From an optimization exercise on the open Yosys and OpenROAD flow, aimed at small area; shortcuts taken in it are not production practice. In this exercise RTL edits were held to simulation tests only and were not proved equivalent to the original. Power figures rest on the tool's default switching activity, not on a simulated workload.

== rev 12 ==
## rcpwm_ctrl
module rcpwm_ctrl (
    input  wire        clk,
    input  wire        rst,            
    input  wire        tick,           
    input  wire        pin,            
    input  wire [1:0]  mode_in,        
    input  wire [11:0] bit_cycles,     
    input  wire        map_cont,       
    input  wire        oor_default,    
    input  wire [7:0]  default_duty,
    input  wire [7:0]  oor_char,       
    input  wire [15:0] supply_mv,
    input  wire [15:0] b0_center,      
    input  wire [15:0] b0_ltol,
    input  wire [15:0] b0_utol,
    input  wire        b0_is_mv,
    input  wire [15:0] b0_value,       
    input  wire [7:0]  b0_code,
    input  wire [15:0] b1_center,
    input  wire [15:0] b1_ltol,
    input  wire [15:0] b1_utol,
    input  wire        b1_is_mv,
    input  wire [15:0] b1_value,
    input  wire [7:0]  b1_code,
    input  wire [15:0] b2_center,
    input  wire [15:0] b2_ltol,
    input  wire [15:0] b2_utol,
    input  wire        b2_is_mv,
    input  wire [15:0] b2_value,
    input  wire [7:0]  b2_code,
    input  wire [15:0] in_min,         
    input  wire [15:0] in_max,         
    output reg  [7:0]  duty,
    output reg         txd
);
For scale: roughly 990 cells after synthesis, roughly 310 I/O pins, ~7500 um2 of cells after synthesis.
Settings: LEC_CHECK=0, CAP_MARGIN=20, CORE_MARGIN=2, CORE_UTILIZATION=40, SLEW_MARGIN=20; clock period 120.0 ns.
standard.sh (not shown) runs the stock make flow with config.mk's settings and CLKGATE_MAP_FILE= SYNTH_SCRIPT=/design/flow/synth_recipe.tcl, a recipe that flattens the netlist after the stock synthesis.
==> flow/flow/run.sh <==
#!/bin/bash
# The standard layout (standard.sh), with these changes:
#  - synthesis: the standard flow's own synthesis script, but abc maps the logic with an
#    area-oriented script (flow/area.abc) instead of ORFS's abc_area.script;
#    registers, flattening and renaming are unchanged;
#  - the port buffers are sky130_fd_sc_hd__buf_1 cells;
#  - clock tree: clkbuf_8 buffers, clusters of at most 10 sinks, no dummy loads.
set -euo pipefail
W=$PWD
{
  cat <<EOF
proc abc {args} {
  set i [lsearch -exact \$args -script]
  if {\$i >= 0} { set args [lreplace \$args [expr {\$i+1}] [expr {\$i+1}] $W/flow/area.abc] }
  yosys abc {*}\$args
}
EOF
  cat synth_recipe.tcl
} > my_synth.tcl
bash standard.sh SYNTH_SCRIPT=$W/my_synth.tcl \
  'BUFFER_PORTS_ARGS=-buffer_cell sky130_fd_sc_hd__buf_1' \
  'CTS_ARGS=-sink_clustering_enable -repair_clock_nets -dont_use_dummy_load -buf_list sky130_fd_sc_hd__clkbuf_8 -sink_clustering_size 10' \
  finish > standard_flow.log 2>&1
==> flow/flow/area.abc <==
strash
&get -n
&deepsyn -T 60
&put
dch
amap
#### Input delta (rev 13 over rev 12)
--- a/flow/design.v
+++ b/flow/design.v
@@ -44,12 +44,13 @@
     reg [7:0]  Q;          
     reg [1:0]  ph;         
     reg [11:0] bcnt;       
     reg [2:0]  kind;       
     reg [2:0]  k;          
     reg        run;        
+    reg        skip;       
     reg        hneg;       
     reg        lt_min, gt_max;
     reg [1:0]  sel;        
     function automatic [17:0] radd18(input [17:0] a, input [17:0] b, input ci);
         integer i;
         reg c;
@@ -70,13 +71,12 @@
                 rinc16[i] = a[i] ^ c;
                 c = c & a[i];
             end
         end
     endfunction
     wire [3:0] bidx = Q[7:4];
-    wire       skip = (ph == P_WAIT) || (kind == K_TAB2);
     wire [6:0] S   = bcnt[6:0];
     wire [1:0] bnd = S[4:3];
     wire [2:0] op  = S[2:0];
     wire       comp = (ph == P_COMP);
     wire [17:0] x_s   = {{2{T[15]}}, T};
     wire [17:0] min_s = {{2{in_min[15]}}, in_min};
@@ -117,23 +117,25 @@
     localparam [3:0] B_ZERO = 4'd0, B_CNT = 4'd1, B_X = 4'd2, B_C = 4'd3,
                      B_U = 4'd4, B_L = 4'd5, B_MIN = 4'd6, B_MAX = 4'd7,
                      B_P = 4'd8, B_M = 4'd9, B_XO = 4'd10, B_POW = 4'd11,
                      B_DUTY = 4'd12, B_V = 4'd13, B_DEF = 4'd14;
     reg [3:0] bsrc;
     reg [1:0] asel;        
-    reg       acnt;        
     reg       inv;         
     reg       r_we;        
     reg       r_cond;      
     wire divs_first = (S[3:1] == 3'd0);
     wire div_s0 = divs_first | Q[0];    
     wire div_s1 = divs_first | Q[1];
     always @(*) begin
-        bsrc = B_ZERO; asel = 2'd1; acnt = 1'b0; inv = 1'b0; r_we = 1'b0; r_cond = 1'b0;
+        bsrc = B_ZERO; asel = 2'd1; inv = 1'b0; r_we = 1'b0; r_cond = 1'b0;
         if (comp) begin
             case (S[6:4])
+                3'd0: if (S[3:0] == 4'd0) begin
+                          asel = 2'd1; bsrc = B_X; inv = 1'b1;     
+                      end
                 3'd2, 3'd3: begin                                 
                     r_we = 1'b1;
                     case (op)
                         3'd0: begin asel = 2'd0; bsrc = B_X; end
                         3'd1: begin bsrc = (bnd == 2'd3) ? B_MIN : B_C; inv = 1'b1; end
                         3'd2: begin bsrc = (bnd == 2'd3) ? B_ZERO : B_U; inv = 1'b1; end
@@ -178,14 +180,12 @@
                         bsrc = (sel == 2'd3) ? B_DEF : B_V;
                     end else begin
                         r_we = 1'b1; asel = 2'd0; bsrc = B_X; inv = T[15];
                     end
                 end
             endcase
-        end else if (ph == P_IDLE) begin                          
-            acnt = 1'b1; bsrc = B_X; inv = 1'b1;
         end else if (run) begin                                   
             bsrc = B_POW; inv = 1'b1; r_we = 1'b1; r_cond = 1'b1;
         end else begin                                            
             asel = 2'd0; bsrc = B_DUTY;
         end
     end
@@ -232,14 +232,13 @@
         | ({18{s_l2}}  & {2'd0, b2_ltol})
         | ({18{s_pow}} & {1'b0, pow10})
         | ({18{s_duty}} & {10'd0, duty})
         | ({18{s_def}} & {10'd0, default_duty});
     reg [17:0] A;
     always @(*) begin
-        if (acnt) A = {2'd0, cnt};
-        else case (asel)
+        case (asel)
             2'd0: A = 18'd0;
             2'd1: A = R;
             2'd2: A = {R[16:0], Q[7]};
             default: A = {R[17], R[17:1]};
         endcase
     end
@@ -300,20 +299,21 @@
             cnt <= rinc16(cnt, tick);
             if (ph == P_IDLE) begin
                 if (pin != pin_q) begin
                     if (!pin) begin
                         T <= cnt;                             
                     end else begin
-                        T    <= sum[15:0];                    
+                        R    <= {2'd0, cnt};                  
                         ph   <= P_COMP;
                         bcnt <= 12'd0;
                         sel  <= 2'd3;
                     end
                 end
             end else if (ph == P_COMP) begin
                 case (S[6:4])
+                    3'd0: if (S[3:0] == 4'd0) T <= sum[15:0];
                     3'd2, 3'd3: begin
                         if (op == 3'd2) hneg <= neg;
                         if (op == 3'd5) begin
                             if (bnd == 2'd3) begin
                                 lt_min <= hneg;
                                 gt_max <= neg;
@@ -334,12 +334,13 @@
                             else if (sel != 2'd3 || oor_default)
                                 duty <= B[7:0];
                         end else begin
                             Q[3:0] <= 4'd0;
                             k      <= 3'd4;
                             run    <= 1'b1;
+                            skip   <= 1'b1;
                             ph     <= P_WAIT;
                         end
                     end
                     default: ;
                 endcase
             end else if (ph == P_WAIT) begin
@@ -363,22 +364,24 @@
                             txd  <= 1'b0;                     
                             if (next_kind == K_TAB2) begin
                                 R      <= sum;                
                                 Q[3:0] <= 4'd0;
                                 k      <= 3'd2;
                                 run    <= 1'b1;
+                                skip   <= 1'b1;
                             end
                         end
                     end else begin
                         Q[7:4] <= bidx + 4'd1;
                         txd  <= (bidx == 4'd8) ? 1'b1 : cur_byte[bidx[2:0]];
                         if (bidx == 4'd3 && digits) begin
                             k <= k - 3'd1;
                             if (k != 3'd0) begin
                                 Q[3:0] <= 4'd0;
                                 run    <= 1'b1;
+                                skip   <= 1'b0;
                             end
                         end
                     end
                 end
             end
         end
Findings:
In rev 13 the total routing resource utilization after global routing turned out 3.3 points lower than in rev 12. On cell area: between rev 13 and rev 12, it ends up higher for rev 12. Compared rev 13 vs rev 12, and routed wire length is down in rev 13. Global-route wire length before repair for rev 13: 3.8 mm down relative to rev 12. Going from rev 12 to rev 13, the utilization after layout was found to have gone up by 0.81 points. Diff rev 13..rev 12 | arithmetic-cell share of the synthesized area counting full adders, half adders and majority gates | negligible. Rev 12 -> rev 13: gate count of the mapped netlist decreased by a few percent. [compare] base=rev 12 new=rev 13: final cell count -64; post-route worst setup slack dropped 1.43 ns; overall power down about 20%; simple-gate share of the synthesized area has decreased. Looking at final critical path time including I/O delays and setup, rev 13 sits 1.43 ns above rev 12. Rev 12 -> rev 13: via total after detailed routing decreased by a few percent.

## what the ideal ports hide
No port has a modelled driver above. Below, the same layouts with a new extraction and two added sets of constraints.
Step 1 assumes that a clkbuf_16 drives the clock port and a buf_2 every other input.
Step 2 also shifts input and output timing later by t, the mid clock arrival at the registers, as if the neighbouring blocks saw the same clock.
Slacks: ideal / step 1 / step 2; pairs: ideal / step 1.
| run | shift t [ns] | setup slack, ns | worst slew at a driven data input, ns |
|---|---|---|---|
| rev 12 | 0.425 | 84.402 / 84.384 / 83.958 | 0.10 |
| rev 13 | 0.403 | 82.972 / 82.987 / 82.584 | 0.14 |
After both steps setup and hold are still met in every run listed. The setup slack of rev 12, which loses most, moves by -0.018 ns with the drivers and by -0.444 ns with both steps.
